This design comes from an exercise in tuning for small area, a short achievable clock period and few clock cycles per item on the open sky130 flow, not from production work.
Where RTL was checked, it was by simulation tests only, not by an equivalence proof against the original.
The RTL of runs 2 and 4 to 6 was laid out without a check of its function.
The clock port is modelled as an ideal driver; clocking choices that lean on that would not hold on a real chip.
Power is estimated from default activity; no workload was simulated.

==> flow/flow/run.sh <==
#!/bin/bash
# The standard layout with two changes:
#  - plain buf_1 cells as the port buffers (the standard flow picks a delay
#    buffer); ORFS's repair resizes them as needed;
#  - after CTS, the clock tree's middle level is removed, so the root buffer
#    drives the leaf buffers directly (collapse_cts.tcl).
set -euo pipefail
export BUFFER_PORTS_ARGS="-buffer_cell sky130_fd_sc_hd__buf_1"
export RESULTS=$PWD/orfs/results/$FLOW_PLATFORM/mnet_codec/base
bash standard.sh cts > standard_cts.log 2>&1
openroad -no_init -exit flow/collapse_cts.tcl > collapse_cts.log 2>&1
touch $RESULTS/4_cts.sdc
bash standard.sh finish > standard_finish.log 2>&1
==> flow/flow/collapse_cts.tcl <==
# Make the clock tree two levels deep: the root buffer drives every leaf
# buffer directly, in place of the middle level TritonCTS builds. All leaf
# buffers stay at the same depth, so the tree stays balanced.
set results $::env(RESULTS)
read_db $results/4_cts.odb
set block [ord::get_db_block]
set clknet [$block findNet clk]
set roots {}
foreach it [$clknet getITerms] { lappend roots [$it getInst] }
if {[llength $roots] != 1} { error "clock port drives [llength $roots] cells" }
set root [lindex $roots 0]
set rootnet [[$root findITerm X] getNet]
set mids {}
foreach it [$rootnet getITerms] {
  if {[$it isOutputSignal]} continue
  set inst [$it getInst]
  if {[string match "sky130_fd_sc_hd__clkbuf_*" [[$inst getMaster] getName]]} { lappend mids $inst }
}
set n 0
foreach m $mids {
  set onet [[$m findITerm X] getNet]
  set loads {}
  foreach it [$onet getITerms] { if {![$it isOutputSignal]} { lappend loads $it } }
  set ok 1
  foreach it $loads {
    if {![string match "sky130_fd_sc_hd__clkbuf_*" [[[$it getInst] getMaster] getName]]} { set ok 0 }
  }
  if {!$ok} continue
  foreach it $loads { $it disconnect; $it connect $rootnet }
  [$m findITerm A] disconnect
  [$m findITerm X] disconnect
  odb::dbInst_destroy $m
  odb::dbNet_destroy $onet
  incr n
}
puts "root [$root getName]: removed $n middle clock buffers"
write_db $results/4_cts.odb
==> flow/standard.sh <==
#!/bin/bash
# synth_recipe.tcl (not shown) runs the flow's synth.tcl, then flattens the netlist and writes it again
# the make line also repeats each setting of config.mk as NAME=value (left out here)
make -C /OpenROAD-flow-scripts/flow DESIGN_CONFIG=/design/flow/config.mk WORK_HOME=/design/flow/orfs CLKGATE_MAP_FILE= SYNTH_SCRIPT=/design/flow/synth_recipe.tcl "${@:-finish}"
==> flow/config.mk <==
export PLATFORM = sky130hd
export DESIGN_NAME = mnet_codec
export DESIGN_NICKNAME = mnet_codec
export VERILOG_FILES = /design/flow/design.v
export SDC_FILE = /design/flow/constraint.sdc
export NUM_CORES = 4
export LEC_CHECK = 0
export ABC_CLOCK_PERIOD_IN_PS = 2000
export CAP_MARGIN = 20
export CORE_MARGIN = 2
export CORE_UTILIZATION = 60
export CTS_CLUSTER_DIAMETER = 80
export CTS_CLUSTER_SIZE = 20
export SETUP_SLACK_MARGIN = 2.6
export SLEW_MARGIN = 20
==> flow/constraint.sdc <==
create_clock -name core_clock -period 4.5 [get_ports {clk}]
set_input_delay 0.9000 -clock core_clock [delete_from_list [all_inputs] [get_ports {clk}]]
set_output_delay 0.9000 -clock core_clock [all_outputs]
set_load 0.01 [all_outputs]
==> flow/design.v <==
module mnet_crc_step (
    input  wire [15:0] crc_in,
    input  wire [7:0]  data,
    output reg  [15:0] crc_out
);
    integer i;
    always @(*) begin
        crc_out = crc_in ^ {data, 8'h00};
        for (i = 0; i < 8; i = i + 1) begin
            if (crc_out[15])
                crc_out = {crc_out[14:0], 1'b0} ^ 16'h1021;
            else
                crc_out = {crc_out[14:0], 1'b0};
        end
    end
endmodule
module mnet_tx (
    input  wire        clk,
    input  wire        rst,
    input  wire [47:0] key,
    input  wire [3:0]  klast,
    input  wire        hdr_valid,
    output wire        hdr_ready,
    input  wire [7:0]  hdr_dst,
    input  wire [7:0]  hdr_src,
    input  wire [15:0] hdr_type,
    input  wire [7:0]  hdr_len,
    input  wire        hdr_obf,
    input  wire        pl_valid,
    output wire        pl_ready,
    input  wire [7:0]  pl_data,
    output reg         line_valid,
    input  wire        line_ready,
    output reg  [7:0]  line_data
);
    reg        s_idle, s_soh, s_hdr, s_pl, s_crch, s_crcl, s_eot;
    reg [39:0] hsr;       
    reg [7:0]  cnt;       
    reg [2:0]  idx;       
    reg        obf;
    reg [15:0] crc;
    reg        esc;       
    reg        pv;        
    reg [5:0]  ki;        
    reg [7:0]  skid;
    reg        sv;
    reg        pl_rdy;
    wire [7:0] b = hsr[39:32];
    assign hdr_ready = s_idle;
    assign pl_ready  = pl_rdy;
    wire [7:0] key_byte = ({8{ki[0]}} & key[7:0])   | ({8{ki[1]}} & key[15:8]) |
                          ({8{ki[2]}} & key[23:16]) | ({8{ki[3]}} & key[31:24]) |
                          ({8{ki[4]}} & key[39:32]) | ({8{ki[5]}} & key[47:40]);
    wire ki_wrap = |(ki[5:2] & klast);
    wire hdr_take = s_idle && hdr_valid;
    wire pl_take  = pl_valid && pl_rdy;
    wire take     = line_valid && line_ready;
    wire s_body = s_hdr || s_pl;
    wire s_crc  = s_crch || s_crcl;
    wire has  = esc || !(s_idle && !hdr_valid) && !(s_pl && !pv);
    wire gen  = !sv && has;
    wire adv  = gen && !esc;                  
    wire bgen = adv && s_body;                
    wire [7:0] g = esc ? 8'hFF :
                   s_body ? b :
                   s_crc ? crc[15:8] :
                   s_eot ? 8'h04 : 8'h01;
    wire is_ff = s_crc ? (crc[15:8] == 8'hFF) : (b == 8'hFF);
    wire [15:0] crc_next;
    mnet_crc_step u_crc (.crc_in(crc), .data(b), .crc_out(crc_next));
    wire cnt_zero = (cnt == 8'd0);
    wire cnt_one  = (cnt == 8'd1);
    wire cnt_two  = (cnt == 8'd2);
    wire hdr_last = s_hdr && idx[2];
    wire pl_last  = s_pl && cnt_one;
    wire n_idle = s_idle ? !hdr_valid : (s_eot && adv);
    wire n_soh  = s_idle ? hdr_valid && !gen : (s_soh && !adv);
    wire n_hdr  = (s_idle && gen) || (s_soh && adv) || (s_hdr && !(adv && idx[2]));
    wire n_pl   = (adv && hdr_last && !cnt_zero) || (s_pl && !(adv && cnt_one));
    wire n_crch = (adv && hdr_last && cnt_zero) || (adv && pl_last) || (s_crch && !adv);
    wire n_crcl = (adv && s_crch) || (s_crcl && !adv);
    wire n_eot  = (adv && s_crcl) || (s_eot && !adv);
    wire esc_n  = gen ? !esc && (s_body || s_crc) && is_ff : esc;
    wire pv_n   = pl_take || (pv && !(adv && s_pl));
    wire sv_n   = !take && (sv || (line_valid && gen));
    wire [2:0] idx_n = s_idle ? 3'd0 : (adv && s_hdr) ? idx + 3'd1 : idx;
    wire cnt_n_nz  = !(cnt_zero || (cnt_one && adv && s_pl));
    wire cnt_n_gt1 = !(cnt_zero || cnt_one || (cnt_two && adv && s_pl));
    wire sv_n_rdy = !line_valid && sv;                  
    wire sv_n_stl = sv || (line_valid && gen);          
    wire pl_rdy_hdr = n_hdr && idx_n[2] && !cnt_zero && !esc_n;
    wire pl_rdy_rdy = pl_rdy_hdr && !sv_n_rdy || n_pl && (pv_n ? cnt_n_gt1 && !esc_n && !sv_n_rdy : cnt_n_nz);
    wire pl_rdy_stl = pl_rdy_hdr && !sv_n_stl || n_pl && (pv_n ? cnt_n_gt1 && !esc_n && !sv_n_stl : cnt_n_nz);
    always @(posedge clk) begin
        if (rst) begin
            s_idle     <= 1'b1;
            s_soh      <= 1'b0;
            s_hdr      <= 1'b0;
            s_pl       <= 1'b0;
            s_crch     <= 1'b0;
            s_crcl     <= 1'b0;
            s_eot      <= 1'b0;
            esc        <= 1'b0;
            pv         <= 1'b0;
            sv         <= 1'b0;
            line_valid <= 1'b0;
            pl_rdy     <= 1'b0;
        end else begin
            s_idle     <= n_idle;
            s_soh      <= n_soh;
            s_hdr      <= n_hdr;
            s_pl       <= n_pl;
            s_crch     <= n_crch;
            s_crcl     <= n_crcl;
            s_eot      <= n_eot;
            esc        <= esc_n;
            pv         <= pv_n;
            sv         <= sv_n;
            line_valid <= (line_valid && !line_ready) || sv || gen;
            pl_rdy     <= line_ready ? pl_rdy_rdy : pl_rdy_stl;
        end
    end
    wire [7:0] chain = s_pl ? b : 8'h00;
    always @(posedge clk) begin
        if (s_idle) begin
            hsr <= {hdr_dst, hdr_src, hdr_type, hdr_len};
            cnt <= hdr_len;
            obf <= hdr_obf && (klast != 4'd0);
            crc <= 16'h0000;
            ki  <= 6'd1;
        end else begin
            if (pl_take)
                hsr[39:32] <= obf ? (pl_data ^ key_byte ^ chain) : pl_data;
            else if (bgen && s_hdr)
                hsr[39:32] <= hsr[31:24];
            if (bgen && s_hdr)
                hsr[31:0] <= {hsr[23:0], 8'h00};
            if (bgen && s_pl)
                cnt <= cnt - 8'd1;
            if (bgen)
                crc <= crc_next;
            else if (adv && s_crch)
                crc <= {crc[7:0], 8'h00};
            if (pl_take)
                ki <= ki_wrap ? 6'd1 : {ki[4:0], 1'b0};
        end
        idx <= idx_n;
        if (!line_valid || take)
            line_data <= sv ? skid : g;
        if (!sv)
            skid <= g;
    end
endmodule
module mnet_rx (
    input  wire        clk,
    input  wire        rst,
    input  wire [47:0] key,
    input  wire [3:0]  klast,
    input  wire        line_valid,
    input  wire [7:0]  line_data,
    input  wire        obf_in,
    output reg         out_valid,
    output reg  [7:0]  out_data,
    output reg         out_end,
    output wire [7:0]  out_status
);
    reg        iv;
    reg [7:0]  id;
    reg        io;
    reg        id_ff, id_soh, id_eot, id_zero;
    reg        p_hunt, p_hdr, p_pay, p_crc0, p_crc1, p_term;
    reg        esc;
    reg [7:0]  cnt;
    reg [15:0] crc;
    reg        obf;
    reg [7:0]  prev;
    reg [5:0]  ki;        
    reg        st_bad;    
    reg        st_crc;
    assign out_status = {6'd0, st_bad, st_crc};
    wire [7:0] key_byte = ({8{ki[0]}} & key[7:0])   | ({8{ki[1]}} & key[15:8]) |
                          ({8{ki[2]}} & key[23:16]) | ({8{ki[3]}} & key[31:24]) |
                          ({8{ki[4]}} & key[39:32]) | ({8{ki[5]}} & key[47:40]);
    wire ki_wrap = |(ki[5:2] & klast);
    wire [15:0] crc_next;
    mnet_crc_step u_crc (.crc_in(crc), .data(id), .crc_out(crc_next));
    wire body   = p_hdr || p_pay || p_crc0 || p_crc1;
    wire acc    = iv && body && (esc ? id_ff : !id_ff);
    wire lone   = iv && body && esc && !id_ff;      
    wire crc_ok = (crc == 16'h0000);
    wire start  = iv && p_hunt && id_soh;
    wire hdr_end = acc && p_hdr && cnt[2];
    wire pay_end = acc && p_pay && (cnt == 8'd1);
    always @(posedge clk) begin
        if (rst) begin
            iv        <= 1'b0;
            p_hunt    <= 1'b1;
            p_hdr     <= 1'b0;
            p_pay     <= 1'b0;
            p_crc0    <= 1'b0;
            p_crc1    <= 1'b0;
            p_term    <= 1'b0;
            out_valid <= 1'b0;
            out_end   <= 1'b0;
        end else begin
            iv        <= line_valid;
            out_valid <= acc;
            out_end   <= (iv && p_term) || lone;
            p_hunt    <= (p_hunt && !start) || (iv && p_term) || lone;
            p_hdr     <= start || (p_hdr && !lone && !hdr_end);
            p_pay     <= (hdr_end && !id_zero) || (p_pay && !lone && !pay_end);
            p_crc0    <= (hdr_end && id_zero) || pay_end || (p_crc0 && !lone && !acc);
            p_crc1    <= (p_crc0 && acc) || (p_crc1 && !lone && !acc);
            p_term    <= (p_crc1 && acc) || (p_term && !iv);
        end
    end
    always @(posedge clk) begin
        id       <= line_data;
        io       <= obf_in;
        id_ff    <= (line_data == 8'hFF);
        id_soh   <= (line_data == 8'h01);
        id_eot   <= (line_data == 8'h04);
        id_zero  <= (line_data == 8'h00);
        out_data <= (p_pay && obf) ? (id ^ key_byte ^ prev) : id;
        st_bad   <= !(p_term && id_eot && crc_ok);
        st_crc   <= p_term && id_eot && !crc_ok;
        if (p_hunt) begin
            esc  <= 1'b0;
            cnt  <= 8'd0;
            crc  <= 16'h0000;
            obf  <= io && (klast != 4'd0);
            prev <= 8'h00;
            ki   <= 6'd1;
        end else if (iv) begin
            esc <= !esc && id_ff;
            if (acc) begin
                crc <= crc_next;
                if (p_hdr)
                    cnt <= cnt[2] ? id : cnt + 8'd1;
                if (p_pay) begin
                    cnt  <= cnt - 8'd1;
                    prev <= id;
                    ki   <= ki_wrap ? 6'd1 : {ki[4:0], 1'b0};
                end
            end
        end
    end
endmodule
module mnet_codec (
    input  wire        clk,
    input  wire        rst,
    input  wire        key_wr,
    input  wire [2:0]  key_len,
    input  wire [47:0] key_data,
    input  wire        tx_hdr_valid,
    output wire        tx_hdr_ready,
    input  wire [7:0]  tx_dst,
    input  wire [7:0]  tx_src,
    input  wire [15:0] tx_type,
    input  wire [7:0]  tx_len,
    input  wire        tx_obf,
    input  wire        tx_pl_valid,
    output wire        tx_pl_ready,
    input  wire [7:0]  tx_pl_data,
    output wire        line_tx_valid,
    input  wire        line_tx_ready,
    output wire [7:0]  line_tx_data,
    input  wire        line_rx_valid,
    input  wire [7:0]  line_rx_data,
    input  wire        rx_obf,
    output wire        rx_valid,
    output wire [7:0]  rx_data,
    output wire        rx_end,
    output wire [7:0]  rx_status
);
    reg [47:0] key;
    reg [3:0]  klast;
    wire key_ok = key_wr && (key_len[2] ? (key_len[1:0] != 2'd3) : (key_len[1:0] == 2'd3));
    always @(posedge clk) begin
        if (rst)
            klast <= 4'd0;
        else if (key_ok)
            klast <= {key_len == 3'd6, key_len == 3'd5, key_len == 3'd4, key_len == 3'd3};
    end
    always @(posedge clk) begin
        if (key_ok)
            key <= key_data;
    end
    mnet_tx u_tx (
        .clk       (clk),
        .rst       (rst),
        .key       (key),
        .klast     (klast),
        .hdr_valid (tx_hdr_valid),
        .hdr_ready (tx_hdr_ready),
        .hdr_dst   (tx_dst),
        .hdr_src   (tx_src),
        .hdr_type  (tx_type),
        .hdr_len   (tx_len),
        .hdr_obf   (tx_obf),
        .pl_valid  (tx_pl_valid),
        .pl_ready  (tx_pl_ready),
        .pl_data   (tx_pl_data),
        .line_valid(line_tx_valid),
        .line_ready(line_tx_ready),
        .line_data (line_tx_data)
    );
    mnet_rx u_rx (
        .clk       (clk),
        .rst       (rst),
        .key       (key),
        .klast     (klast),
        .line_valid(line_rx_valid),
        .line_data (line_rx_data),
        .obf_in    (rx_obf),
        .out_valid (rx_valid),
        .out_data  (rx_data),
        .out_end   (rx_end),
        .out_status(rx_status)
    );
endmodule
==> summary.txt, run 1 <==
Via density per instance -> 5.823
FF+latch count, synth -> 226
CP delay by family, top -> buffers and inverters
Status -> timing/DRC/antenna clean
Vias in the first global route -> 6897
Post-DP Area -> 0.01067 sq mm
# rows -> 47
Worst hold endpoint -> u_tx.skid[5]$_DFF_P_
Fin crit period -> 1.866 ns
Hold Path Class -> reg -> reg
CP Launch Type -> input port
Max-Cap Viols -> 0
Tot GR Track Use -> 26.91%
Top FF cell, synth -> dfxtp_1
Final Hold Violating Endpoints -> 0
Synth area leaders -> edfxtp_1 32%, dfxtp_1 24%, a22oi_1 5.0%
Hold Crit Start -> u_tx.skid[5]$_DFF_P_
Initial Utilization -> 60.93%
Synth async-reset ratio -> 0%
CTS max path bufs -> 3
Initial antenna violation count -> 0
Post-route cell area -> 0.01136 sq mm
# setup viols final -> 0
CTS sink count -> 226
Ant diodes -> 0
Final Max Tran Viols -> 0
FF-to-FF setup slack -> 2.69 ns
Yosys top cell area share -> 31.73%
Gpl congestion -> 0.8717
Biggest area consumer among synthesized cells -> edfxtp_1
I/O Buffers -> 138
Core area -> 0.01647 sq mm
Total negative slack -> 0 ns
Cells on worst reg2reg path -> 6
Worst-path maximum fanout -> 13
# IOs -> 145
Synthesized area -> 0.01003 sq mm
Area growth syn-to-layout -> 13.22%
Lkg Pwr -> 3.790 nW
Buffers & Inverters on Critical Path -> 2
Hold Slack -> 0.4645 ns
Largest net degree at the start of global routing -> 45
Max incr delay on CP -> 0.31 ns
Worst EP required -> 4.61 ns
CP endpoint kind -> flop
CTS Buf Count -> 15
Reg2Reg Launch Point -> u_tx.cnt[2]$_DFFE_PP_
Area of the multi-input gates -> 0.004287 sq mm
Seq. cell area -> 0.005605 sq mm
Slew HR -> 62.01%
Fin crit share -> 41.46%
Average size of a mapped cell -> 10.74 sq um
Total die area -> 0.01777 sq mm
Reg clk slew, reported paths -> 0.08 ns
Drt drc -> 0
Yosys warning total -> 4
Non-filler cells, final -> 1284
Drt wl/cell -> 18.43 um
Dpl cells -> 1242
WHS Path Cells -> 2
Number of synthesized flops with an enable pin -> 106
Iter 0 DRT Violations -> 762
Hpwl dp -> 15610 um
Number of fill cells in the layout -> 1301
Setup CP Type -> in -> reg
Root Driver -> clkbuf_16
Crit path max-delay cell type -> clkinvlp_4
First-pass GRT wire length -> 36670 um
Crit path cell chain -> buf_1, and2_4, ha_4, nand2b_4, clkinvlp_4
Sequential share of the synthesized area -> 55.67%
Unrepaired setup endpoints after global routing -> yes
Clk_skew -> 0.02987 ns
Yosys cell types -> 62
Slew @ Worst Pin -> 0.5690 ns
Grt ovf -> 0
Die width -> 133.3 um
Final ANT Viol Nets -> 0
Share of layout cells above drive strength 1 -> 10.43%
Fin nets -> 1183
WL final -> 23670 um
Skew-Pair Late Insertion Delay -> 0.43 ns
Die Ht -> 133.3 um
Crit Reg-Reg Endpoint -> u_tx.pl_rdy$_SDFF_PP0_
H-tree levels -> 1
Power per cell area -> 356.7 mW/mm^2
Number of detailed-route iterations in the first pass -> 5
Via count -> 7477
Critical Path AT -> 1.97 ns
CTS tree -> done
Gate count after technology mapping -> 934
Max rail drop VDD -> 0.3897 mV
Achievable frequency -> 536.0 MHz
==> state kept, by name (all words and copies together), names as in the netlist, 16 cells and up, named ones only <==
signal	flops
key	48
u_rx.crc	16
u_tx.crc	16
u_tx.hsr	40
==> worst max-delay path by stage <==
stage                                      startpoint               endpoint  slack, ns  cells past startpoint
after floorplan                            key_len[0]  klast[2]$_SDFFE_PP0P_       1.95                      6
after global placement                     key_len[0]  klast[3]$_SDFFE_PP0P_       1.58                      7
after detailed placement                   key_len[0]  klast[2]$_SDFFE_PP0P_       1.53                      7
after CTS                 u_tx.line_data[4]$_DFFE_PP_        line_tx_data[4]       2.58                      1
after global routing                       key_len[0]       key[5]$_DFFE_PP_       2.57                      5
final                                      key_len[0]      key[34]$_DFFE_PP_       2.63                      5
==> tightest hold or removal path, stage by stage, from the launching register on <==
cell	delay, ns
dfxtp_1	0.31
inv_1	0.05
a32oi_1	0.06
==> power by group <==
| group | internal [mW] | total, mW | leakage, nW | switching [mW] |
|---|---|---|---|---|
| Sequential | 2.31 | 2.41 | 2.03 | 0.101 |
| Combinational | 0.199 | 0.441 | 1.58 | 0.242 |
| Clock | 0.547 | 1.20 | 0.177 | 0.654 |
| Total | 3.05 | 4.05 | 3.79 | 0.997 |
==> Yosys cell counts, types with 4 or more instances <==
| library cell | number |
|---|---|
| and2_1 | 12 |
| buf_4 | 9 |
| mux2_2 | 27 |
| nand4b_1 | 4 |
| nand3b_1 | 11 |
| inv_1 | 18 |
| clkbuf_1 | 39 |
| nor3_1 | 12 |
| ha_1 | 10 |
| xor2_1 | 31 |
| nor3b_1 | 5 |
| buf_2 | 7 |
| nor2_1 | 81 |
| a221oi_1 | 6 |
| a22oi_1 | 67 |
| nand2_1 | 89 |
| nand4_1 | 18 |
| xnor2_1 | 45 |
| a31oi_1 | 12 |
| edfxtp_1 | 106 |
| nand3_1 | 26 |
| dfxtp_1 | 120 |
| o21ai_0 | 19 |
| a21oi_1 | 46 |
| nor4_1 | 9 |
| nor2b_1 | 12 |
| mux2i_1 | 13 |
| nand2b_1 | 8 |
| a311oi_1 | 4 |
| a211oi_1 | 14 |
| o21bai_1 | 9 |
==> per-layer routing <==
| metal | vias up | GRT usage (%) | part of all wire (%) |
|---|---|---|---|
| li1 | 3629 | - | - |
| met3 | 31 | 6.887 | 7.8 |
| met1 | 3497 | 38.50 | 46 |
| met5 | - | 0 | 0 |
| met2 | 320 | 40.32 | 45 |
| met4 | 0 | 8.924 | 1.9 |
==> cell usage in the layout, fill, tap and decap left out, drive strengths merged, types with 2 or more instances in the layout <==
cell type  count
nor4          10
nor3b          5
nor3          12
a21o           3
a32oi          2
o21ai         22
a31oi         12
inv           17
and2          14
ha            10
buf          155
o21bai         9
nand3         27
nand4         18
clkinvlp       4
clkbuf        21
mux2          27
or3            3
xor2          31
dfxtp        120
nor2          86
or4            3
nand3b        11
xnor2         45
nand2         90
a211oi        14
a311oi         4
nand4b         4
and3           3
a221o          2
a21oi         46
nand2b         9
mux2i         13
conb           6
a22oi         67
nor2b         12
edfxtp       106
a221oi         7
or2            4
==> timing repair <==
action                     CTS  global route
gates cloned                 5             2
hold buffers                 0             0
setup endpoints to repair  186            99
buffers inserted             5             8
pin swaps                    2             4
gates resized for setup     19            14
==> cells by family after synthesis <==
logic type	share of synthesized area, %
xor+xnor	6.635
fa+ha+maj	1.247
buf+inv	3.529
other cells	0.03738
mux	4.328
compound gates	13.38
flops	55.67
simple gates	15.17
==> metrics by stage <==
| step | util [%] | worst slack (ns) | power, mW |
|---|---|---|---|
| floorplan | - | 1.955 | 2.714 |
| global placement | 64.83 | 1.576 | 2.846 |
| detailed placement | 64.83 | 1.525 | 2.851 |
| CTS | 68.28 | 2.583 | 4.160 |
| global route | 68.98 | 2.574 | 4.197 |
| finish | 68.98 | 2.634 | 4.051 |
==> final cells by class <==
| class | instances | share of cell area (%) |
|---|---|---|
| well taps | 220 | 2.423 |
| clock buffers | 21 | 3.128 |
| repair buffers | 155 | 6.389 |
| clock inverters | 1 | 0.1432 |
| repair inverters | 3 | 0.1983 |
| flip-flops and latches | 226 | 49.35 |
| inverters | 18 | 0.6279 |
| multi-input cells | 640 | 37.74 |
Testbench counts, summed over its fixed seeds: cycles 27,589, items 384.
==> run 2, diff against run 1 <==
--- a/flow/design.v
+++ b/flow/design.v
@@ -54,3 +54,2 @@
     wire ki_wrap = |(ki[5:2] & klast);
-    wire hdr_take = s_idle && hdr_valid;
     wire pl_take  = pl_valid && pl_rdy;
@@ -278,2 +277,3 @@
     wire key_ok = key_wr && (key_len[2] ? (key_len[1:0] != 2'd3) : (key_len[1:0] == 2'd3));
+    wire key_hi = key_wr && key_len[2] && (key_len[1:0] != 2'd3);
     always @(posedge clk) begin
@@ -286,3 +286,5 @@
         if (key_ok)
-            key <= key_data;
+            key[23:0] <= key_data[23:0];
+        if (key_hi)
+            key[47:24] <= key_data[47:24];
     end
==> summary.txt, run 2 <==
Slew @ Worst Pin -> 0.8599 ns
CP Launch Type -> flop
Crit Reg-Reg Endpoint -> u_tx.crc[12]$_SDFFE_PP0P_
Setup CP Type -> reg -> reg
Ant diodes -> 0
Gate count after technology mapping -> 937
Max reg flops -> 48
WL final -> 23720 um
Sw Ratio -> 24.76%
Max-Cap Viols -> 0
Yosys cell types -> 58
Share of power burned in the clock network -> 29.6%
Total negative slack -> 0 ns
Via density per instance -> 5.800
Slew HR -> 42.67%
Average size of a mapped cell -> 10.64 sq um
Via count -> 7517
Core area -> 0.01641 sq mm
Worst setup margin -> 2.556 ns
CTS tree -> done
Reg clk slew, reported paths -> 0.09 ns
I/O Buffers -> 138
Synthesized area -> 0.009970 sq mm
Largest net degree at the start of global routing -> 43
Top FF cell, synth -> dfxtp_1
Synth area leaders -> edfxtp_1 32%, dfxtp_1 24%, a22oi_1 4.9%
Unrepaired setup endpoints after global routing -> yes
Root Driver -> clkbuf_16
Die Ht -> 132.9 um
Lkg Pwr -> 3.932 nW
Synth async-reset ratio -> 0%
Worst-path maximum fanout -> 4
Total die area -> 0.01766 sq mm
Grt ovf -> 0
Worst slack, placed -> 1.947 ns
Crit path cell chain -> xor2_1, xnor2_2, xnor2_1, a211oi_1, a31oi_1, a21oi_1
Max rail drop VDD -> 0.4082 mV
CP endpoint kind -> flop
Final ANT Viol Nets -> 0
Max incr delay on CP -> 0.50 ns
Skew-Pair Late Insertion Delay -> 0.43 ns
# setup viols final -> 0
Post-DP Area -> 0.01069 sq mm
Part of the power in combinational logic -> 12.2%
Yosys top cell area share -> 31.93%
Number of synthesized flops with an enable pin -> 106
Fin nets -> 1194
CTS sink count -> 226
FF+latch count, synth -> 226
Iter 0 DRT Violations -> 635
Reg2Reg Launch Point -> u_tx.hsr[36]$_DFFE_PP_
Number of fill cells in the layout -> 1278
Cells on worst reg2reg path -> 6
CP delay by family, top -> XOR/XNOR gates
Sequential share of power -> 58.2%
Fin crit share -> 43.20%
Critical Path AT -> 2.31 ns
Vias in the first global route -> 7132
First-pass GRT wire length -> 37100 um
# IOs -> 145
Fin crit period -> 1.944 ns
Final Max Tran Viols -> 0
H-tree levels -> 1
Regs by FF count -> key x48, u_tx.hsr x40
CTS max path bufs -> 3
Final Hold Violating Endpoints -> 0
Commonest non-fill, non-tap cell in the layout -> buf_1
FF-to-FF setup slack -> 2.56 ns
Power per cell area -> 356.9 mW/mm^2
Post-synth top cells -> 120 x dfxtp_1, 106 x edfxtp_1, 85 x nand2_1
Switching power -> 1.021 mW
Status -> timing/DRC/antenna clean
Hold Path Class -> reg -> reg
Clk_skew -> 0.01678 ns
Area growth syn-to-layout -> 15.84%
CTS Buf Count -> 15
Sequential share of the synthesized area -> 56.02%
Drt drc -> 0
Worst EP required -> 4.86 ns
Power Internal -> 3.101 mW
Number of detailed-route iterations in the first pass -> 5
Buffers & Inverters on Critical Path -> 0
Hold Crit Start -> u_tx.skid[5]$_DFF_P_
Top reg by flops -> key
Biggest area consumer among synthesized cells -> edfxtp_1
Tot GR Track Use -> 27.15%
Non-filler cells, final -> 1296
Drt wl/cell -> 18.30 um
Initial Utilization -> 60.76%
Post-route cell area -> 0.01155 sq mm
Crit path max-delay cell type -> edfxtp_1
Die width -> 132.9 um
Share of layout cells above drive strength 1 -> 12.83%
Hpwl dp -> 15790 um
Cell count along the critical path -> 6
Post-CTS Hold Fix Bufs -> 0
Initial antenna violation count -> 0
Yosys warning total -> 4
Worst hold endpoint -> u_tx.skid[5]$_DFF_P_
# rows -> 47
Dpl cells -> 1243
WHS Path Cells -> 2
Final Core Density -> 70.39%
Gpl congestion -> 0.8670
Most frequent cell after synthesis -> dfxtp_1
Commonest non-fill, non-tap cells in the layout -> 133 x buf_1, 107 x dfxtp_1, 106 x edfxtp_1
Achievable frequency -> 514.4 MHz
-- run 2: cell count changes in the layout (fill, tap and decap cells not counted), moves of 5 or more --
| cell | delta |
|---|---|
| a21oi_1 | +8 |
| buf_4 | +8 |
| o21bai_1 | -8 |
| nand2_1 | -7 |
| a22oi_1 | -6 |
| a21o_1 | +5 |
| mux2i_1 | -5 |
-- run 2: per-stage QoR --
| stage | power, mW | hold slack, ns |
|---|---|---|
| floorplan | 2.737 | 0.4150 |
| global placement | 2.873 | 0.4371 |
| detailed placement | 2.877 | 0.4443 |
| CTS | 4.212 | 0.4598 |
| global route | 4.279 | 0.4804 |
| finish | 4.122 | 0.4581 |
-- run 2: what timing repair did --
| item | in CTS | in global routing |
|---|---|---|
| endpoints found under the setup margin | 189 | 40 |
| gates cloned | 4 | 3 |
| buffers inserted | 11 | 12 |
| resized for setup | 31 | 17 |
| pin swaps | 5 | 9 |
-- run 2: tightest hold or removal path: cells and delay by family (launching register included) --
| kind | cells | cell delay (ns) |
|---|---|---|
| compound gates | 1 | 0.06 |
| flops | 1 | 0.31 |
| buf+inv | 1 | 0.04 |
-- run 2: cell families (layout without fill, tap and decap cells) --
group	Yosys count	count (layout)	share of synthesized area [%]
AO/OA/AOI/OAI	203	203	13.68
XOR/XNOR	75	75	6.589
adder cells (fa/ha/maj)	10	10	1.255
buffers and inverters	80	211	3.464
flip-flops	226	226	56.02
multiplexers	36	36	3.966
other	1	6	0.03761
AND/OR/NAND/NOR	306	309	14.98
-- run 2: routing by layer --
metal | part of all wire (%) | routed length [um] | vias to the layer above | track usage, %
met5 | 0 | 0 | - | 0
met4 | 1.4 | 333 | 0 | 7.766
met3 | 6.3 | 1495 | 25 | 6.705
met2 | 46 | 10820 | 277 | 41.39
met1 | 47 | 11080 | 3553 | 38.77
li1 | - | - | 3662 | -
-- run 2: worst max path at each step --
stage               slack [ns]                        end                   start
global placement          1.99      klast[2]$_SDFFE_PP0P_              key_len[0]
CTS                       2.48               tx_hdr_ready  u_tx.s_idle$_SDFF_PP1_
detailed placement        1.95      klast[3]$_SDFFE_PP0P_              key_len[0]
finish                    2.56  u_tx.crc[12]$_SDFFE_PP0P_  u_tx.hsr[36]$_DFFE_PP_
global route              2.48  u_tx.crc[12]$_SDFFE_PP0P_  u_tx.hsr[36]$_DFFE_PP_
floorplan                 2.30      klast[2]$_SDFFE_PP0P_              key_len[0]
-- run 2: area by class of cell --
type | instances | area (sq um) | share of cell area (%)
inverters | 21 | 86.33 | 0.7476
repair inverters | 2 | 12.51 | 0.1083
flip-flops and latches | 226 | 5612 | 48.59
well taps | 220 | 275.3 | 2.384
repair buffers | 165 | 862.1 | 7.465
clock inverters | 1 | 16.27 | 0.1408
multi-input cells | 639 | 4315 | 37.37
clock buffers | 22 | 369.1 | 3.196
-- run 2: power groups by stage --
stage	Combinational, mW	Sequential, mW	Clock [mW]
floorplan	0.319	2.42	0
global placement	0.423	2.45	0
detailed placement	0.426	2.45	0
CTS	0.469	2.40	1.34
global route	0.550	2.41	1.32
finish	0.501	2.40	1.22
==> run 3, diff against run 2 <==
--- a/flow/design.v
+++ b/flow/design.v
@@ -54,2 +54,3 @@
     wire ki_wrap = |(ki[5:2] & klast);
+    wire hdr_take = s_idle && hdr_valid;
     wire pl_take  = pl_valid && pl_rdy;
@@ -277,3 +278,2 @@
     wire key_ok = key_wr && (key_len[2] ? (key_len[1:0] != 2'd3) : (key_len[1:0] == 2'd3));
-    wire key_hi = key_wr && key_len[2] && (key_len[1:0] != 2'd3);
     always @(posedge clk) begin
@@ -286,5 +286,3 @@
         if (key_ok)
-            key[23:0] <= key_data[23:0];
-        if (key_hi)
-            key[47:24] <= key_data[47:24];
+            key <= key_data;
     end
--- a/flow/flow/run.sh
+++ b/flow/flow/run.sh
@@ -4,4 +4,5 @@
 #    buffer); ORFS's repair resizes them as needed;
-#  - after CTS, the clock tree's middle level is removed, so the root buffer
-#    drives the leaf buffers directly (collapse_cts.tcl).
+#  - after CTS, the top of the clock tree is rebuilt (collapse_cts.tcl): no
+#    middle level, and the leaf buffers shared among 3 root buffers on the
+#    clock port. Each tool's output goes to a log of its own here.
 set -euo pipefail
@@ -9,2 +10,3 @@
 export RESULTS=$PWD/orfs/results/$FLOW_PLATFORM/mnet_codec/base
+export NROOTS=3
 bash standard.sh cts > standard_cts.log 2>&1
--- a/flow/flow/collapse_cts.tcl
+++ b/flow/flow/collapse_cts.tcl
@@ -1,5 +1,10 @@
-# Make the clock tree two levels deep: the root buffer drives every leaf
-# buffer directly, in place of the middle level TritonCTS builds. All leaf
-# buffers stay at the same depth, so the tree stays balanced.
+# Rebuild the top of the clock tree after CTS:
+#  1. the root buffer drives every leaf buffer directly, in place of the middle
+#     level TritonCTS builds;
+#  2. the leaf buffers are then split by position into NROOTS groups, each
+#     driven by its own root buffer (same cell) on the clock port, so the port
+#     feeds NROOTS cell pins and every flip-flop is two buffers from the port.
+# All leaf buffers stay at the same depth, so the tree stays balanced.
 set results $::env(RESULTS)
+set nr $::env(NROOTS)
 read_db $results/4_cts.odb
@@ -12,2 +17,4 @@
 set rootnet [[$root findITerm X] getNet]
+
+# 1. collapse the middle level
 set mids {}
@@ -36,2 +43,57 @@
 puts "root [$root getName]: removed $n middle clock buffers"
+
+# 2. split the leaves among nr roots (k-means on the leaf positions)
+set leaves {}
+foreach it [$rootnet getITerms] {
+  if {[$it isOutputSignal]} continue
+  set xy [$it getAvgXY]
+  lappend leaves [list $it [lindex $xy 1] [lindex $xy 2]]
+}
+set cnt [llength $leaves]
+if {$nr > 1 && $cnt >= 2 * $nr} {
+  set sorted [lsort -real -index 1 $leaves]
+  set cs {}
+  for {set k 0} {$k < $nr} {incr k} {
+    set p [lindex $sorted [expr {int(($k + 0.5) * $cnt / $nr)}]]
+    lappend cs [list [lindex $p 1] [lindex $p 2]]
+  }
+  for {set iter 0} {$iter < 20} {incr iter} {
+    set asg {}
+    foreach l $leaves {
+      set best 0
+      set bd 1e18
+      for {set k 0} {$k < $nr} {incr k} {
+        set c [lindex $cs $k]
+        set d [expr {abs([lindex $l 1] - [lindex $c 0]) + abs([lindex $l 2] - [lindex $c 1])}]
+        if {$d < $bd} { set bd $d; set best $k }
+      }
+      lappend asg $best
+    }
+    set ncs {}
+    for {set k 0} {$k < $nr} {incr k} {
+      set sx 0; set sy 0; set c 0
+      foreach l $leaves a $asg {
+        if {$a == $k} { set sx [expr {$sx + [lindex $l 1]}]; set sy [expr {$sy + [lindex $l 2]}]; incr c }
+      }
+      if {$c} { lappend ncs [list [expr {$sx / $c}] [expr {$sy / $c}]] } else { lappend ncs [lindex $cs $k] }
+    }
+    set cs $ncs
+  }
+  set master [$root getMaster]
+  set rloc [$root getLocation]
+  for {set k 1} {$k < $nr} {incr k} {
+    set inst [odb::dbInst_create $block $master "clkbuf_root_$k"]
+    $inst setLocation [lindex $rloc 0] [lindex $rloc 1]
+    $inst setPlacementStatus PLACED
+    set net [odb::dbNet_create $block "clknet_root_$k"]
+    $net setSigType CLOCK
+    [$inst findITerm A] connect $clknet
+    [$inst findITerm X] connect $net
+    foreach l $leaves a $asg {
+      if {$a == $k} { set it [lindex $l 0]; $it disconnect; $it connect $net }
+    }
+  }
+  detailed_placement
+  puts "split [llength $leaves] leaf buffers among $nr root buffers"
+}
 write_db $results/4_cts.odb
==> summary.txt, run 3 <==
CTS tree -> done
Synth async-reset ratio -> 0%
CP endpoint kind -> flop
Total power -> 4.153 mW
Final ANT Viol Nets -> 0
Hold Path Class -> reg -> reg
Biggest area consumer among synthesized cells -> edfxtp_1
Yosys top cell area share -> 31.73%
Final Hold Violating Endpoints -> 0
Sequential share of power -> 58.0%
Fin nets -> 1192
Max reg flops -> 48
Part of the power in combinational logic -> 10.9%
Synth area leaders -> edfxtp_1 32%, dfxtp_1 24%, a22oi_1 5.0%
Worst-path maximum fanout -> 7
Adder-cell area share of the yosys netlist -> 1.247%
Worst hold endpoint -> u_tx.skid[5]$_DFF_P_
WL final -> 23700 um
Hold Crit Start -> u_tx.skid[5]$_DFF_P_
CTS max path bufs -> 3
Die Ht -> 133.3 um
Regs by FF count -> key x48, u_tx.hsr x40
Number of synthesized flops with an enable pin -> 106
Initial antenna violation count -> 0
Via density per instance -> 5.842
Post-CTS Hold Fix Bufs -> 0
Sw Ratio -> 24.16%
Post-synth top cells -> 120 x dfxtp_1, 106 x edfxtp_1, 89 x nand2_1
Top reg by flops -> key
# setup viols final -> 0
Largest family of logic cells by synthesized area -> simple AND/OR/NAND/NOR gates
Skew-Pair Late Insertion Delay -> 0.32 ns
Post-Synth Simple-Gate Area -> 15.17%
Sequential share of the synthesized area -> 55.67%
Critical Path AT -> 1.92 ns
Slew HR -> 62.08%
Die width -> 133.3 um
Area growth syn-to-layout -> 14.90%
Number of fill cells in the layout -> 1274
Ant diodes -> 0
FF-to-FF setup slack -> 2.68 ns
Compound-Gate Fraction of Synth Area -> 13.38%
Commonest non-fill, non-tap cell in the layout -> buf_1
H-tree levels -> 1
Lkg Pwr -> 3.879 nW
FF+latch count, synth -> 226
Worst EP required -> 4.51 ns
Vias in the first global route -> 6902
Switching power -> 1.003 mW
Slew @ Worst Pin -> 0.5681 ns
Gate count after technology mapping -> 934
Final Max Tran Viols -> 0
Share of power burned in the clock network -> 31.1%
# rows -> 47
Core area -> 0.01647 sq mm
WHS Path Cells -> 2
Reg2Reg Launch Point -> u_tx.cnt[2]$_DFFE_PP_
Synthesized area -> 0.01003 sq mm
I/O Buffers -> 138
Setup CP Type -> in -> reg
CTS sink count -> 226
Max-Cap Viols -> 0
Via count -> 7554
Cells on worst reg2reg path -> 6
Crit Reg-Reg Endpoint -> u_tx.pl_rdy$_SDFF_PP0_
Iter 0 DRT Violations -> 678
Drt drc -> 0
Max rail drop VDD -> 0.3927 mV
Share of layout cells above drive strength 1 -> 11.84%
Hold Slack -> 0.4646 ns
Top FF cell, synth -> dfxtp_1
Yosys cell types -> 62
Total negative slack -> 0 ns
Power Internal -> 3.150 mW
Yosys warning total -> 4
Clk_skew -> 0.03145 ns
Commonest non-fill, non-tap cells in the layout -> 133 x buf_1, 108 x dfxtp_1, 106 x edfxtp_1
Gpl congestion -> 0.8717
Power per cell area -> 360.2 mW/mm^2
Achievable frequency -> 523.0 MHz
# IOs -> 145
Average size of a mapped cell -> 10.74 sq um
Status -> timing/DRC/antenna clean
Post-synthesis mux area share -> 4.328%
Most frequent cell after synthesis -> dfxtp_1
Root Driver -> clkbuf_16
Largest net degree at the start of global routing -> 45
Tot GR Track Use -> 26.27%
CP Launch Type -> input port
Fin crit share -> 42.49%
Grt ovf -> 0
Total die area -> 0.01777 sq mm
Fin crit period -> 1.912 ns
Area of the multi-input gates -> 0.004297 sq mm
Initial Utilization -> 60.93%
Unrepaired setup endpoints after global routing -> yes
Number of detailed-route iterations in the first pass -> 5
Seq. cell area -> 0.005605 sq mm
Drt wl/cell -> 18.33 um
CTS Buf Count -> 15
Reg clk slew, reported paths -> 0.08 ns
First-pass GRT wire length -> 36720 um
Hpwl dp -> 15610 um
Area share of xor/xnor cells in the synthesized design -> 6.635%
## run 3: changes by cell type after synthesis, moves of 4 or more
| cell | before | now |
|---|---|---|
| a21oi_1 | 54 | 46 |
| o21bai_1 | 1 | 9 |
| a21o_1 | 8 | 3 |
| mux2i_1 | 8 | 13 |
| nand2_1 | 85 | 89 |
| nand3b_1 | 7 | 11 |
## run 3: cells by family after synthesis
kind of cell | after synthesis
compound gates | 196
mux | 40
other cells | 1
buf+inv | 77
flops | 226
fa+ha+maj | 10
simple gates | 308
xor+xnor | 76
## run 3: power groups by stage
stage	Combinational (mW)	Clock (mW)	Sequential [mW]
after floorplan	0.295	0	2.42
after CTS	0.421	1.33	2.40
after global placement	0.387	0	2.46
after detailed placement	0.389	0	2.46
final	0.452	1.29	2.41
after global routing	0.498	1.38	2.42
## run 3: worst max path at each step
| stage | slack [ns] | cells after the start | to | from |
|---|---|---|---|---|
| finish | 2.59 | 5 | key[47]$_DFFE_PP_ | key_len[1] |
| CTS | 2.58 | 1 | line_tx_data[4] | u_tx.line_data[4]$_DFFE_PP_ |
| detailed placement | 1.53 | 7 | klast[2]$_SDFFE_PP0P_ | key_len[0] |
| global placement | 1.58 | 7 | klast[3]$_SDFFE_PP0P_ | key_len[0] |
| floorplan | 1.95 | 6 | klast[2]$_SDFFE_PP0P_ | key_len[0] |
| global route | 2.56 | 5 | key[8]$_DFFE_PP_ | key_len[1] |
## run 3: cell type report
class	count	share of cell area (%)
tap	220	2.388
clock inverter	1	0.1411
timing repair buffer	162	7.196
multi-input combinational	639	37.27
inverter	18	0.6187
timing repair inverter	4	0.2388
buffer	2	0.4342
clock buffer	21	3.083
sequential	226	48.63
## run 3: critical path, stage by stage
cell and delay [ns]:
buf_8 0.10, and2_4 0.15, ha_4 0.25, nand2b_4 0.22, clkinvlp_2 0.29
## run 3: per-layer routing
| metal | track usage [%] | share of wire [%] | vias up |
|---|---|---|---|
| met5 | 0 | 0 | - |
| li1 | - | - | 3649 |
| met4 | 6.324 | 1.7 | 0 |
| met3 | 5.137 | 7.6 | 32 |
| met1 | 38.72 | 46 | 3568 |
| met2 | 40.41 | 45 | 305 |
## run 3: stage by stage
| step | std cells | instance area (sq um) | setup WS, ns | utilization, % |
|---|---|---|---|---|
| floorplan | 939 | 10150 | 1.955 | - |
| global placement | 1242 | 10670 | 1.576 | 64.83 |
| detailed placement | 1242 | 10670 | 1.525 | 64.83 |
| CTS | 1276 | 11240 | 2.583 | 68.28 |
| global route | 1293 | 11530 | 2.560 | 70.01 |
| finish | 1293 | 11530 | 2.588 | 70.01 |
## run 3: repair_timing
action / 4_1_cts / 5_1_grt
endpoints found under the setup margin: 186 / 127
gates cloned: 5 / 3
pin swaps: 2 / 9
setup buffers: 5 / 14
gates resized for setup: 19 / 34
Testbench counts of run 3, summed over its fixed seeds: cycles 27,589, items 384.
==> run 4, diff against run 3 <==
--- a/flow/design.v
+++ b/flow/design.v
@@ -54,3 +54,2 @@
     wire ki_wrap = |(ki[5:2] & klast);
-    wire hdr_take = s_idle && hdr_valid;
     wire pl_take  = pl_valid && pl_rdy;
@@ -278,2 +277,3 @@
     wire key_ok = key_wr && (key_len[2] ? (key_len[1:0] != 2'd3) : (key_len[1:0] == 2'd3));
+    wire key_hi = key_wr && key_len[2] && (key_len[1:0] != 2'd3);
     always @(posedge clk) begin
@@ -286,3 +286,5 @@
         if (key_ok)
-            key <= key_data;
+            key[23:0] <= key_data[23:0];
+        if (key_hi)
+            key[47:24] <= key_data[47:24];
     end
==> summary.txt, run 4 <==
Status -> timing/DRC/antenna clean
FF-to-FF setup slack -> 2.62 ns
# setup viols final -> 0
Largest net degree at the start of global routing -> 43
# IOs -> 145
Yosys warning total -> 4
Via density per instance -> 5.797
Initial antenna violation count -> 0
Number of fill cells in the layout -> 1266
Hpwl dp -> 15790 um
Slew HR -> 42.62%
Cells on worst reg2reg path -> 6
H-tree levels -> 1
Synth async-reset ratio -> 0%
CTS Buf Count -> 15
Final Max Tran Viols -> 0
Number of synthesized flops with an enable pin -> 106
Critical Path AT -> 2.16 ns
Most frequent cell after synthesis -> dfxtp_1
Final Hold Violating Endpoints -> 0
Worst-path maximum fanout -> 12
Post-CTS Hold Fix Bufs -> 0
CTS sink count -> 226
WL final -> 23700 um
Initial Utilization -> 60.76%
Post-DP Area -> 0.01069 sq mm
Power per cell area -> 362.5 mW/mm^2
Vias in the first global route -> 7191
Max-Cap Viols -> 0
Root Driver -> clkbuf_16
Worst EP required -> 4.75 ns
Biggest area consumer among synthesized cells -> edfxtp_1
Yosys top cell area share -> 31.93%
Regs by FF count -> key x48, u_tx.hsr x40
Grt ovf -> 0
Synth area leaders -> edfxtp_1 32%, dfxtp_1 24%, a22oi_1 4.9%
Number of detailed-route iterations in the first pass -> 5
First-pass GRT wire length -> 37220 um
Top FF cell, synth -> dfxtp_1
Iter 0 DRT Violations -> 694
Fin nets -> 1195
Setup CP Type -> in -> reg
Core area -> 0.01641 sq mm
Reg2Reg Launch Point -> u_tx.hsr[36]$_DFFE_PP_
CTS tree -> done
Tot GR Track Use -> 26.46%
Commonest non-fill, non-tap cells in the layout -> 133 x buf_1, 107 x dfxtp_1, 106 x edfxtp_1
Drt drc -> 0
Total die area -> 0.01766 sq mm
CP endpoint kind -> flop
Skew-Pair Late Insertion Delay -> 0.34 ns
Commonest non-fill, non-tap cell in the layout -> buf_1
Worst setup margin -> 2.593 ns
Max rail drop VDD -> 0.4103 mV
CTS max path bufs -> 3
Synthesized area -> 0.009970 sq mm
Clk_skew -> 0.06015 ns
CP Launch Type -> input port
Total negative slack -> 0 ns
Worst slack, placed -> 1.947 ns
Area growth syn-to-layout -> 16.50%
Share of layout cells above drive strength 1 -> 13.46%
Crit path launch -> tx_hdr_valid
Max reg flops -> 48
Final ANT Viol Nets -> 0
Top reg by flops -> key
FF+latch count, synth -> 226
Yosys cell types -> 58
Die width -> 132.9 um
Slew @ Worst Pin -> 0.8607 ns
I/O Buffers -> 138
Ant diodes -> 0
Lkg Pwr -> 3.952 nW
Die Ht -> 132.9 um
# rows -> 47
Fin crit period -> 1.907 ns
Gpl congestion -> 0.8670
Sequential share of the synthesized area -> 56.02%
Drt wl/cell -> 18.28 um
Gate count after technology mapping -> 937
Post-route cell area -> 0.01161 sq mm
CP endpoint -> u_tx.crc[12]$_SDFFE_PP0P_
Crit Reg-Reg Endpoint -> u_tx.crc[12]$_SDFFE_PP0P_
Reg clk slew, reported paths -> 0.08 ns
Hold Path Class -> reg -> reg
Average size of a mapped cell -> 10.64 sq um
Post-synth top cells -> 120 x dfxtp_1, 106 x edfxtp_1, 85 x nand2_1
Fin crit share -> 42.39%
Unrepaired setup endpoints after global routing -> yes
Via count -> 7519
Achievable frequency -> 524.3 MHz
## run 4: repair_timing
action                                  in CTS  in global routing
buffers inserted                            11                 11
gates cloned                                 4                  3
pin swaps                                    5                  9
resized for setup                           31                 28
endpoints found under the setup margin     189                 97
## run 4: per-layer routing
metal	global-route usage (%)	share of wire, %	up-vias
met5	0	0	-
met4	6.511	1.8	0
met3	4.406	6.6	31
met2	41.31	46	267
met1	38.80	46	3558
li1	-	-	3663
## run 4: power by group
part | internal (mW) | switching [mW] | total (mW)
clock network | 0.650 | 0.656 | 1.31
logic | 0.232 | 0.273 | 0.504
registers | 2.30 | 0.0959 | 2.40
## run 4: layout make-up
class                      count  area [sq um]  area share [%]
sequential                   226          5612           48.31
multi-input combinational    639          4353           37.48
timing repair buffer         164         840.8           7.239
clock buffer                  22         369.1           3.178
tap                          220         275.3           2.370
inverter                      21         86.33          0.7433
buffer                         2         50.05          0.4309
clock inverter                 1         16.27          0.1400
timing repair inverter         2         12.51          0.1077
## run 4: cells by family (layout without fill, tap and decap cells)
| family | Yosys count | after routing | share of synthesized area (%) |
|---|---|---|---|
| simple gates | 306 | 309 | 14.98 |
| flops | 226 | 226 | 56.02 |
| compound gates | 203 | 203 | 13.68 |
| buf+inv | 80 | 212 | 3.464 |
| xor+xnor | 75 | 75 | 6.589 |
| mux | 36 | 36 | 3.966 |
| fa+ha+maj | 10 | 10 | 1.255 |
| other cells | 1 | 6 | 0.03761 |
## run 4: worst max-delay path: stages
cell and delay [ns]:
buf_8 0.07, nand2b_4 0.16, and3_4 0.30, o21ai_4 0.16, a211oi_1 0.29, a31oi_1 0.10, a21oi_1 0.16
## run 4: per-stage QoR
| step | std cells | hold WS (ns) | util [%] | power (mW) |
|---|---|---|---|---|
| floorplan | 942 | 0.4150 | - | 2.737 |
| global route | 1297 | 0.4802 | 70.79 | 4.372 |
| global placement | 1243 | 0.4371 | 65.14 | 2.873 |
| CTS | 1283 | 0.4598 | 69.33 | 4.212 |
| detailed placement | 1243 | 0.4443 | 65.14 | 2.877 |
| finish | 1297 | 0.4580 | 70.79 | 4.210 |
## run 4: how the worst min path moves through the flow
stage	startpoint	slack, ns	end	cells after the start
6_report	u_tx.skid[5]$_DFF_P_	0.46	u_tx.skid[5]$_DFF_P_	2
5_1_grt	u_tx.skid[4]$_DFF_P_	0.48	u_tx.skid[4]$_DFF_P_	2
2_1_floorplan	u_rx.id_eot$_DFF_P_	0.42	u_rx.st_crc$_DFF_P_	2
3_5_place_dp	u_tx.skid[4]$_DFF_P_	0.44	u_tx.skid[4]$_DFF_P_	2
4_1_cts	u_tx.skid[5]$_DFF_P_	0.46	u_tx.skid[5]$_DFF_P_	2
3_3_place_gp	u_tx.skid[4]$_DFF_P_	0.44	u_tx.skid[4]$_DFF_P_	2
==> run 5, diff against run 4 <==
--- a/flow/design.v
+++ b/flow/design.v
@@ -54,2 +54,3 @@
     wire ki_wrap = |(ki[5:2] & klast);
+    wire hdr_take = s_idle && hdr_valid;
     wire pl_take  = pl_valid && pl_rdy;
@@ -58,6 +59,14 @@
     wire s_crc  = s_crch || s_crcl;
-    wire has  = esc || !(s_idle && !hdr_valid) && !(s_pl && !pv);
-    wire gen  = !sv && has;
-    wire adv  = gen && !esc;                  
-    wire bgen = adv && s_body;                
+    wire rdy    = !sv;                    
+    wire go     = rdy && !esc;            
+    wire a_idle = s_idle && rdy && hdr_valid;     
+    wire a_soh  = s_soh && go;
+    wire a_hdr  = s_hdr && go;
+    wire a_pl   = s_pl && go && pv;
+    wire a_crch = s_crch && go;
+    wire a_crcl = s_crcl && go;
+    wire a_eot  = s_eot && go;
+    wire gen_b  = rdy && (esc || s_hdr || (s_pl && pv));       
+    wire gen    = gen_b || a_idle || a_soh || a_crch || a_crcl || a_eot;
+    wire bgen   = a_hdr || a_pl;                  
     wire [7:0] g = esc ? 8'hFF :
@@ -72,22 +81,22 @@
     wire cnt_two  = (cnt == 8'd2);
-    wire hdr_last = s_hdr && idx[2];
-    wire pl_last  = s_pl && cnt_one;
-    wire n_idle = s_idle ? !hdr_valid : (s_eot && adv);
-    wire n_soh  = s_idle ? hdr_valid && !gen : (s_soh && !adv);
-    wire n_hdr  = (s_idle && gen) || (s_soh && adv) || (s_hdr && !(adv && idx[2]));
-    wire n_pl   = (adv && hdr_last && !cnt_zero) || (s_pl && !(adv && cnt_one));
-    wire n_crch = (adv && hdr_last && cnt_zero) || (adv && pl_last) || (s_crch && !adv);
-    wire n_crcl = (adv && s_crch) || (s_crcl && !adv);
-    wire n_eot  = (adv && s_crcl) || (s_eot && !adv);
-    wire esc_n  = gen ? !esc && (s_body || s_crc) && is_ff : esc;
-    wire pv_n   = pl_take || (pv && !(adv && s_pl));
+    wire hdr_done = a_hdr && idx[2];
+    wire pl_done  = a_pl && cnt_one;
+    wire n_idle = (s_idle && !hdr_valid) || a_eot;
+    wire n_soh  = (s_idle && hdr_valid && !rdy) || (s_soh && !go);
+    wire n_hdr  = a_idle || a_soh || (s_hdr && !hdr_done);
+    wire n_pl   = (hdr_done && !cnt_zero) || (s_pl && !pl_done);
+    wire n_crch = (hdr_done && cnt_zero) || pl_done || (s_crch && !go);
+    wire n_crcl = a_crch || (s_crcl && !go);
+    wire n_eot  = a_crcl || (s_eot && !go);
+    wire esc_n  = esc ? sv : (a_hdr || a_pl || a_crch || a_crcl) && is_ff;
+    wire pv_n   = pl_take || (pv && !a_pl);
     wire sv_n   = !take && (sv || (line_valid && gen));
-    wire [2:0] idx_n = s_idle ? 3'd0 : (adv && s_hdr) ? idx + 3'd1 : idx;
-    wire cnt_n_nz  = !(cnt_zero || (cnt_one && adv && s_pl));
-    wire cnt_n_gt1 = !(cnt_zero || cnt_one || (cnt_two && adv && s_pl));
+    wire [2:0] idx_n = s_idle ? 3'd0 : a_hdr ? idx + 3'd1 : idx;
+    wire cnt_n_nz  = !(cnt_zero || (cnt_one && a_pl));
+    wire cnt_n_gt1 = !(cnt_zero || cnt_one || (cnt_two && a_pl));
     wire sv_n_rdy = !line_valid && sv;                  
-    wire sv_n_stl = sv || (line_valid && gen);          
-    wire pl_rdy_hdr = n_hdr && idx_n[2] && !cnt_zero && !esc_n;
-    wire pl_rdy_rdy = pl_rdy_hdr && !sv_n_rdy || n_pl && (pv_n ? cnt_n_gt1 && !esc_n && !sv_n_rdy : cnt_n_nz);
-    wire pl_rdy_stl = pl_rdy_hdr && !sv_n_stl || n_pl && (pv_n ? cnt_n_gt1 && !esc_n && !sv_n_stl : cnt_n_nz);
+    wire sv_n_stl = sv || (line_valid && gen_b);        
+    wire hdr_len_n = s_hdr && (idx[2] ? !a_hdr : (idx[1:0] == 2'd3) && a_hdr) && !cnt_zero && !esc_n;
+    wire pl_rdy_rdy = hdr_len_n && !sv_n_rdy || n_pl && (pv_n ? cnt_n_gt1 && !esc_n && !sv_n_rdy : cnt_n_nz);
+    wire pl_rdy_stl = hdr_len_n && !sv_n_stl || n_pl && (pv_n ? cnt_n_gt1 && !esc_n && !sv_n_stl : cnt_n_nz);
     always @(posedge clk) begin
@@ -140,3 +149,3 @@
                 crc <= crc_next;
-            else if (adv && s_crch)
+            else if (a_crch)
                 crc <= {crc[7:0], 8'h00};
@@ -277,3 +286,2 @@
     wire key_ok = key_wr && (key_len[2] ? (key_len[1:0] != 2'd3) : (key_len[1:0] == 2'd3));
-    wire key_hi = key_wr && key_len[2] && (key_len[1:0] != 2'd3);
     always @(posedge clk) begin
@@ -286,5 +294,3 @@
         if (key_ok)
-            key[23:0] <= key_data[23:0];
-        if (key_hi)
-            key[47:24] <= key_data[47:24];
+            key <= key_data;
     end
==> summary.txt, run 5 <==
Ant diodes -> 0
Average size of a mapped cell -> 10.55 sq um
Area share of xor/xnor cells in the synthesized design -> 6.432%
Crit path launch -> key_len[2]
Post-Synth Simple-Gate Area -> 14.97%
Post-synth top cells -> 120 x dfxtp_1, 106 x edfxtp_1, 99 x nand2_1
Synth async-reset ratio -> 0%
Share of layout cells above drive strength 1 -> 11.15%
Dpl cells -> 1256
Total die area -> 0.01785 sq mm
Max reg flops -> 48
Gpl congestion -> 0.8134
Compound-Gate Fraction of Synth Area -> 13.83%
Most frequent cell after synthesis -> dfxtp_1
Via density per instance -> 5.806
Post-synthesis mux area share -> 3.961%
Achievable frequency -> 516.6 MHz
Post-CTS Hold Fix Bufs -> 0
Final Hold Violating Endpoints -> 0
Synth area leaders -> edfxtp_1 32%, dfxtp_1 24%, a22oi_1 4.9%
Die Ht -> 133.6 um
CTS sink count -> 226
Core area -> 0.01652 sq mm
FF-to-FF setup slack -> 2.68 ns
Hpwl dp -> 15550 um
# setup viols final -> 0
Largest family of logic cells by synthesized area -> simple AND/OR/NAND/NOR gates
Initial antenna violation count -> 0
WL final -> 24020 um
Slew @ Worst Pin -> 0.7695 ns
Reg clk slew, reported paths -> 0.08 ns
CTS tree -> done
# IOs -> 145
CP endpoint -> key[24]$_DFFE_PP_
Drt wl/cell -> 18.40 um
Iter 0 DRT Violations -> 691
Grt met2 use -> 41.75%
GRT met3 Usage -> 4.300%
Synthesized area -> 0.01008 sq mm
Total negative slack -> 0 ns
Clk_skew -> 0.03079 ns
Cells on worst reg2reg path -> 5
Critical Path AT -> 1.96 ns
H-tree levels -> 1
CTS Buf Count -> 15
FF+latch count, synth -> 226
First-pass GRT wire length -> 37450 um
Area growth syn-to-layout -> 14.44%
Root Driver -> clkbuf_16
Final Max Tran Viols -> 0
Top FF cell, synth -> dfxtp_1
Commonest non-fill, non-tap cell in the layout -> buf_1
Setup CP Type -> in -> reg
Non-filler cells, final -> 1305
Worst EP required -> 4.52 ns
Slew HR -> 48.22%
Drt drc -> 0
Top reg by flops -> key
Final ANT Viol Nets -> 0
# rows -> 47
Initial Utilization -> 60.98%
Gate count after technology mapping -> 955
Yosys cell types -> 59
Unrepaired setup endpoints after global routing -> yes
Grt ovf -> 0
CP endpoint kind -> flop
Number of detailed-route iterations in the first pass -> 5
Regs by FF count -> key x48, u_tx.hsr x40
Adder-cell area share of the yosys netlist -> 1.242%
Via count -> 7577
Yosys top cell area share -> 31.59%
Skew-Pair Late Insertion Delay -> 0.33 ns
M1 GR Usage -> 38.01%
Largest net degree at the start of global routing -> 47
CP Launch Type -> input port
CTS max path bufs -> 3
Power per cell area -> 368.8 mW/mm^2
Lkg Pwr -> 3.884 nW
Fin nets -> 1205
Commonest non-fill, non-tap cells in the layout -> 132 x buf_1, 111 x dfxtp_1, 106 x edfxtp_1
Vias in the first global route -> 7306
Yosys warning total -> 4
Number of synthesized flops with an enable pin -> 106
I/O Buffers -> 138
Max-Cap Viols -> 0
Reg2Reg Launch Point -> u_tx.esc$_SDFF_PP0_
Die width -> 133.6 um
Crit Reg-Reg Endpoint -> u_tx.crc[8]$_SDFFE_PP0P_
Fin crit share -> 43.02%
Tot GR Track Use -> 26.51%
Fin crit period -> 1.936 ns
Hold Path Class -> reg -> reg
Total power -> 4.253 mW
Worst-path maximum fanout -> 6
GR peak layer -> met2
Sequential share of the synthesized area -> 55.43%
Max rail drop VDD -> 0.3880 mV
Biggest area consumer among synthesized cells -> edfxtp_1
Status -> timing/DRC/antenna clean
[run 5: changes by cell type after synthesis, sizes merged, moves of 6 or more]
cell,delta
nand3,+9
a31oi,-8
nand2,+14
xnor2,+7
o21ai,-8
inv,+8
nor2,-12
a2111o,+8
a21o,-6
o21bai,+7
xor2,-8
[run 5: worst min-delay path by stage]
stage | end | slack, ns | cells past startpoint | from
floorplan | u_rx.st_crc$_DFF_P_ | 0.42 | 2 | u_rx.id_eot$_DFF_P_
global placement | u_tx.skid[6]$_DFF_P_ | 0.44 | 2 | u_tx.skid[6]$_DFF_P_
detailed placement | u_tx.skid[6]$_DFF_P_ | 0.45 | 2 | u_tx.skid[6]$_DFF_P_
CTS | u_tx.skid[6]$_DFF_P_ | 0.46 | 2 | u_tx.skid[6]$_DFF_P_
global route | u_rx.prev[3]$_SDFFE_PP0P_ | 0.49 | 2 | u_rx.prev[3]$_SDFFE_PP0P_
finish | u_tx.skid[6]$_DFF_P_ | 0.46 | 2 | u_tx.skid[6]$_DFF_P_
[run 5: logic make-up (layout without fill, tap and decap cells)]
group	after synthesis	count (layout)
AOI/OAI and AO/OA	200	200
buffers and inverters	95	218
muxes	36	36
adders and majority gates	10	10
xor gates and xnor gates	74	74
DFF	226	226
and+or+nand+nor	313	315
other	1	6
[run 5: report_power, final]
| group | internal [mW] | switching [mW] | total [mW] |
|---|---|---|---|
| Sequential | 2.33 | 0.110 | 2.44 |
| Combinational | 0.227 | 0.271 | 0.499 |
| Clock | 0.662 | 0.655 | 1.32 |
| Total | 3.22 | 1.04 | 4.25 |
[run 5: metal layers]
layer	wire length (um)	vias to the layer above
li1	-	3689
met1	11280	3594
met2	10870	259
met3	1345	35
met4	519	0
met5	0	-
[run 5: final cells by class]
class,instances,area (sq um)
repair buffers,162,842.1
fillers,1317,4992
well taps,220,275.3
clock inverters,1,11.26
multi-input cells,641,4237
plain buffers,2,50.05
inverters,29,112.6
clock buffers,20,372.9
flip-flops and latches,226,5602
repair inverters,4,30.03
[run 5: what timing repair did]
action / in CTS / in global routing
cloned: 2 / 6
pin swaps: 0 / 4
setup endpoints to repair: 176 / 101
setup buffers: 5 / 13
gates resized for setup: 19 / 33
[run 5: stage by stage]
stage          cell area [sq um]  utilization (%)  setup slack (ns)  hold WS, ns
6_report                   11530            69.79             2.564       0.4591
5_1_grt                    11530            69.79             2.539       0.4887
4_1_cts                    11190            67.74             2.471       0.4598
3_5_place_dp               10650            64.47             1.528       0.4476
3_3_place_gp               10650            64.47             1.545       0.4373
2_1_floorplan              10130                -             1.955       0.4150
[run 5: worst max-delay path, cell delays in order]
cell,delay [ns]
buf_1,0.16
inv_2,0.08
ha_4,0.24
nand2b_4,0.18
buf_12,0.16
buf_12,0.12
clkinvlp_4,0.11
==> run 6, diff against run 5 <==
--- a/flow/config.mk
+++ b/flow/config.mk
@@ -7,3 +7,2 @@
 export LEC_CHECK = 0
-export ABC_CLOCK_PERIOD_IN_PS = 2000
 export CAP_MARGIN = 20
@@ -13,3 +12,3 @@
 export CTS_CLUSTER_SIZE = 20
-export SETUP_SLACK_MARGIN = 2.6
+export SETUP_SLACK_MARGIN = 2.8
 export SLEW_MARGIN = 20
==> summary.txt, run 6 <==
Seq. cell area -> 0.005643 sq mm
Slew @ Worst Pin -> 0.5528 ns
Die Ht -> 133.6 um
CTS Buf Count -> 15
Share of layout cells above drive strength 1 -> 17.89%
WL final -> 24520 um
Crit path cell chain -> buf_8, and2_4, ha_4, nand2b_4, buf_6, clkinvlp_4, clkbuf_16
Root Driver -> clkbuf_16
Status -> timing/DRC/antenna clean
Final Core Density -> 72.05%
Area growth syn-to-layout -> 18.14%
Fin crit share -> 43.26%
Synth async-reset ratio -> 0%
Number of synthesized flops with an enable pin -> 106
CTS tree -> done
Final Hold Violating Endpoints -> 0
Post-CTS Hold Fix Bufs -> 0
Power per cell area -> 361.1 mW/mm^2
Buffers & Inverters on Critical Path -> 4
Max rail drop VDD -> 0.3542 mV
Sequential share of the synthesized area -> 55.43%
Hold Slack -> 0.4589 ns
Drt wl/cell -> 18.56 um
Total negative slack -> 0 ns
Setup CP Type -> in -> reg
Synth area leaders -> edfxtp_1 32%, dfxtp_1 24%, a22oi_1 4.9%
Lkg Pwr -> 4.071 nW
Initial Utilization -> 60.98%
Max-Cap Viols -> 0
Final ANT Viol Nets -> 0
H-tree levels -> 1
Area of the multi-input gates -> 0.004385 sq mm
I/O Buffers -> 138
Critical Path AT -> 2.03 ns
Yosys cell types -> 59
Gpl congestion -> 0.8290
Max reg flops -> 48
Yosys warning total -> 4
Total die area -> 0.01785 sq mm
Top FF cell, synth -> dfxtp_1
Slew HR -> 63.14%
Average size of a mapped cell -> 10.55 sq um
Number of fill cells in the layout -> 1242
Hold Path Class -> reg -> reg
Reg clk slew, reported paths -> 0.08 ns
Via density per instance -> 5.855
CP delay by family, top -> buffers and inverters
# setup viols final -> 0
Number of detailed-route iterations in the first pass -> 5
Yosys top cell area share -> 31.59%
Ant diodes -> 0
CTS max path bufs -> 3
Hpwl dp -> 15380 um
Largest net degree at the start of global routing -> 51
Final Max Tran Viols -> 0
Worst EP required -> 4.59 ns
Fin nets -> 1220
CTS sink count -> 226
Initial antenna violation count -> 0
Worst-path maximum fanout -> 6
Iter 0 DRT Violations -> 591
Commonest non-fill, non-tap cells in the layout -> 114 x buf_1, 106 x edfxtp_1, 96 x nand2_1
Drt drc -> 0
Achievable frequency -> 513.7 MHz
Via count -> 7734
Post-synth top cells -> 120 x dfxtp_1, 106 x edfxtp_1, 99 x nand2_1
Total power -> 4.298 mW
Die width -> 133.6 um
Worst slack, placed -> 1.517 ns
CP endpoint kind -> flop
Max incr delay on CP -> 0.25 ns
-- run 6: power breakdown --
| group | switching [mW] | internal, mW | leakage, nW |
|---|---|---|---|
| clock | 0.669 | 0.648 | 0.207 |
| sequential | 0.112 | 2.32 | 2.04 |
| combinational | 0.282 | 0.264 | 1.82 |
-- run 6: layer usage --
layer / track usage (%) / wire length (um) / vias up / part of all wire, %
li1: - / - / 3720 / -
met1: 38.88 / 11380 / 3716 / 46
met2: 41.04 / 11140 / 255 / 45
met3: 4.262 / 1389 / 43 / 5.7
met4: 8.806 / 614 / 0 / 2.5
met5: 0 / 0 / - / 0
-- run 6: repair_timing --
item | CTS | global route
resized for setup | 66 | 81
setup buffers | 20 | 14
endpoints found under the setup margin | 208 | 135
endpoints found under the hold margin | 0 | 0
pin swaps | 5 | 21
cloned | 4 | 2
-- run 6: kinds of logic (layout without fill, tap and decap cells) --
family | count (synthesis) | in the layout | share of synthesized area, %
buf+inv | 95 | 234 | 4.097
compound gates | 200 | 200 | 13.83
mux | 36 | 36 | 3.961
fa+ha+maj | 10 | 10 | 1.242
other cells | 1 | 6 | 0.03721
flops | 226 | 226 | 55.43
xor+xnor | 74 | 74 | 6.432
simple gates | 313 | 315 | 14.97
-- run 6: cell type report --
class                      count  share of cell area, %
sequential                   226                  47.40
multi-input combinational    641                  36.84
timing repair buffer         178                  8.691
clock buffer                  21                  3.069
tap                          220                  2.312
inverter                      29                 0.9459
buffer                         2                 0.4204
timing repair inverter         3                 0.1892
clock inverter                 1                 0.1366
-- run 6: worst paths after layout --
kind	from	to	slack (ns)	depth (start not counted)
worst max-delay path	key_len[1]	key[14]$_DFFE_PP_	2.55	7
worst min-delay path	u_tx.skid[7]$_DFF_P_	u_tx.skid[7]$_DFF_P_	0.46	2
worst max register to register	u_tx.ki[3]$_SDFFE_PP0P_	u_tx.hsr[34]$_DFFE_PP_	2.83	5
worst min register to register	u_tx.skid[7]$_DFF_P_	u_tx.skid[7]$_DFF_P_	0.46	2
-- run 6: per-stage QoR --
stage / std cells / area [sq um]
detailed placement: 1257 / 10690
floorplan: 960 / 10160
finish: 1321 / 11910
global placement: 1257 / 10690
CTS: 1305 / 11500
global route: 1321 / 11910
-- run 6: worst min-delay path, cell delays in order, from the launching register on --
cell     delay (ns)
dfxtp_1        0.31
inv_1          0.04
a21oi_1        0.06
